Source: an optimization exercise on an open RTL-to-GDS flow (aim: small area, a short achievable clock period and few clock cycles). Production flows keep margins and buffers that such runs may drop.
Function was checked by simulation only, so behaviour that the tests miss may differ from the original.
Power and IR drop assume default switching activity.

Design festy_core, start of the top module:
module festy_core (
    input  wire        clk,
    input  wire        rst,
    input  wire        cmd_valid,
    input  wire [31:0] cmd_word,
    input  wire [31:0] arg_base,
    input  wire [31:0] arg_len,
    input  wire        crc_we,
    input  wire [31:0] crc_wdata,
    output reg         busy,
    output reg         done,
    output reg         err,
    output reg         illcmd,
    output reg  [3:0]  errcode,
    output reg  [31:0] errparam,
    output reg  [31:0] result_len,
    output reg  [31:0] crc_reg,
    output reg         ib_re,
    output reg  [24:0] ib_addr,
    input  wire [7:0]  ib_rdata,
    output reg         ob_re,
    output reg         ob_we,
    output reg  [24:0] ob_addr,
    output reg  [7:0]  ob_wdata,
    input  wire [7:0]  ob_rdata
);
Settings: LEC_CHECK=0, CAP_MARGIN=20, CORE_MARGIN=2, CORE_UTILIZATION=40, PLACE_DENSITY=0.6, SETUP_SLACK_MARGIN=4, SLEW_MARGIN=20; clock period 10.0 ns.
standard.sh (not shown) runs the stock make flow with config.mk's settings and CLKGATE_MAP_FILE= SYNTH_SCRIPT=/design/flow/synth_recipe.tcl, a recipe that flattens the netlist after the stock synthesis.
==> flow/flow/run.sh <==
#!/bin/bash
# Layout: the standard flow (standard.sh) unchanged, except that the port
# buffers that global placement inserts on every input and output are
# sky130_fd_sc_hd__buf_1 cells instead of the default buffer cell; timing
# repair still resizes any of them that are on a critical path.
# Each run's full output goes to its own log file in this folder; ORFS also
# keeps each tool's log under orfs/logs/.
set -euo pipefail
export BUFFER_PORTS_ARGS="-buffer_cell sky130_fd_sc_hd__buf_1"
bash standard.sh synth > synth.log 2>&1
bash standard.sh finish > layout.log 2>&1
Testbench counts at the start, summed over its fixed seeds: cycles 196,763.
Then changed:
- SETUP_SLACK_MARGIN: 4 -> 3.5
Worst hold slack improved by 0.0085 ns.
Maximum frequency fell by 1.2%.
Setup slack gets worse by 0.083 ns.

---

Setup of build 52:
Another version of the RTL of festy_core (not shown whole).
Size in the first run: about 4800 cells after synthesis, about 40000 µm² of cells after synthesis.
Settings: LEC_CHECK=0, CAP_MARGIN=20, CORE_MARGIN=2, CORE_UTILIZATION=40, PLACE_DENSITY=0.6, SETUP_SLACK_MARGIN=4, SLEW_MARGIN=20; clock period 10.0 ns.
run.sh (not shown) runs the stock make flow with config.mk's settings and CLKGATE_MAP_FILE= SYNTH_SCRIPT=/design/flow/synth_recipe.tcl, a recipe that flattens the netlist after the stock synthesis.
Stock flow here: none of the scripts above is used.
Build 52 ran to completion and came out clean on the timing, DRC and antenna checks.
Testbench counts of build 52, summed over its fixed seeds: cycles 196,763.
### build 52 -> trial 94
==> flow/flow/run.sh (new file) <==
#!/bin/bash
# Layout: the standard flow (standard.sh) unchanged, except that the port
# buffers that global placement inserts on every input and output are
# sky130_fd_sc_hd__buf_1 cells instead of the default buffer cell; timing
# repair still resizes any of them that are on a critical path.
# Each run's full output goes to its own log file in this folder; ORFS also
# keeps each tool's log under orfs/logs/.
set -euo pipefail
export BUFFER_PORTS_ARGS="-buffer_cell sky130_fd_sc_hd__buf_1"
bash standard.sh synth > synth.log 2>&1
bash standard.sh finish > layout.log 2>&1
==> flow/standard.sh (new file) <==
#!/bin/bash
# synth_recipe.tcl (not shown) runs the flow's synth.tcl, then flattens the netlist and writes it again
# the make line also repeats each setting of config.mk as NAME=value (left out here)
make -C /OpenROAD-flow-scripts/flow DESIGN_CONFIG=/design/flow/config.mk WORK_HOME=/design/flow/orfs CLKGATE_MAP_FILE= SYNTH_SCRIPT=/design/flow/synth_recipe.tcl "${@:-finish}"
removed: flow/run.sh
--- outcome ---
Relative to build 52, the power of trial 94 is lower by 470 µW.
Trial 94: switching share of power 0.87 points above build 52
Trial 94 against build 52: count of plain and timing-repair buffers in the layout moved down; met2 demand-to-capacity share in global routing moved down; count of vias placed by the detailed router moved down; met1 track utilization from global routing moved down; summed area of non-filler cells in the final layout moved down.
The capturing instance or port of the critical path comes out ib_addr[23] in one run and ib_addr[19] in the other, namely in trial 94 and build 52 respectively.
Aggregate global-route resource usage: build 52 and trial 94 compared, higher one is build 52

--- another note on this design; it stands on its own ---

==> flow/design.v (excerpt) <==
module festy_core (
    input  wire        clk,
    input  wire        rst,
    input  wire        cmd_valid,
    input  wire [31:0] cmd_word,
    input  wire [31:0] arg_base,
    input  wire [31:0] arg_len,
    input  wire        crc_we,
    input  wire [31:0] crc_wdata,
    output reg         busy,
    output reg         done,
    output reg         err,
    output reg         illcmd,
    output reg  [3:0]  errcode,
    output reg  [31:0] errparam,
    output reg  [31:0] result_len,
    output reg  [31:0] crc_reg,
    output reg         ib_re,
    output reg  [24:0] ib_addr,
    input  wire [7:0]  ib_rdata,
    output reg         ob_re,
    output reg         ob_we,
    output reg  [24:0] ob_addr,
    output reg  [7:0]  ob_wdata,
    input  wire [7:0]  ob_rdata
);
For scale: ~4800 cells after synthesis, roughly 430 flip-flops, about 310 I/O pins, roughly 0.040 mm^2 of cells after synthesis.
export LEC_CHECK = 0
export CAP_MARGIN = 20
export CORE_MARGIN = 2
export CORE_UTILIZATION = 40
export PLACE_DENSITY = 0.6
export SETUP_SLACK_MARGIN = 3
export SLEW_MARGIN = 20
create_clock -name core_clock -period 10.0 [get_ports {clk}]
standard.sh (not shown) runs the stock make flow with config.mk's settings and CLKGATE_MAP_FILE= SYNTH_SCRIPT=/design/flow/synth_recipe.tcl, a recipe that flattens the netlist after the stock synthesis.
==> flow/flow/run.sh <==
#!/bin/bash
# Layout: the standard flow (standard.sh) unchanged, except that the port
# buffers that global placement inserts on every input and output are
# sky130_fd_sc_hd__buf_1 cells instead of the default buffer cell; timing
# repair still resizes any of them that are on a critical path.
# Each run's full output goes to its own log file in this folder; ORFS also
# keeps each tool's log under orfs/logs/.
set -euo pipefail
export BUFFER_PORTS_ARGS="-buffer_cell sky130_fd_sc_hd__buf_1"
bash standard.sh synth > synth.log 2>&1
bash standard.sh finish > layout.log 2>&1
Testbench counts at the start, summed over its fixed seeds: cycles 196,763.
Change:
- SETUP_SLACK_MARGIN: 3 -> 3.5
Area after synthesis is unchanged.
Via count rises by 1.5%.
Utilization rises by 1.5 points.
Sequential power is about the same.
First-iteration DRC count rises by 5.5%.
Non-clock buffer count rises by 89.
Sequential share of layout area falls by 0.85 points.
Wire length rises by 1.6%.
Sequential cell count is unchanged.

[static timing again, ports no longer ideal]
No port has a modelled driver above. Below, the same layouts with a new extraction and two added sets of constraints.
Step 1: set_driving_cell puts a clkbuf_16 on clk and a buf_2 on each other input, an assumption about the parent block.
Step 2 times the ports against the registers' clock, not the clock port: input delays grow and output delays shrink by t, the midpoint of the rising clock arrivals with the driver on.
Slacks: ideal / step 1 / step 2; pairs: ideal / step 1.
| run | t (ns) | slack for setup (ns) | slew at the worst register clock pin (ns) | worst data-port slew with drivers (ns) | pins driven straight from the clock port |
|---|---|---|---|---|---|
| the first run of note 1 | 0.733 | 3.418 / 3.369 / 3.350 | 0.07 / 0.07 | 0.09 | 1 |
| the second run of note 1 | 0.730 | 3.335 / 3.258 / 3.338 | 0.07 / 0.07 | 0.10 | 1 |
| build 52 | 0.746 | 2.917 / 2.842 / 2.600 | 0.07 / 0.07 | 0.09 | 1 |
| trial 94 | 0.760 | 2.951 / 2.873 / 3.065 | 0.07 / 0.07 | 0.08 | 1 |
| the first run of note 3 | 0.742 | 2.952 / 2.875 / 2.993 | 0.07 / 0.07 | 0.10 | 1 |
| the second run of note 3 | 0.738 | 3.453 / 3.377 / 3.413 | 0.07 / 0.07 | 0.11 | 1 |
After both steps setup and hold are still met in every run listed. For build 52, which loses most, drivers alone change the setup slack by -0.075 ns; drivers and shift together by -0.317 ns.
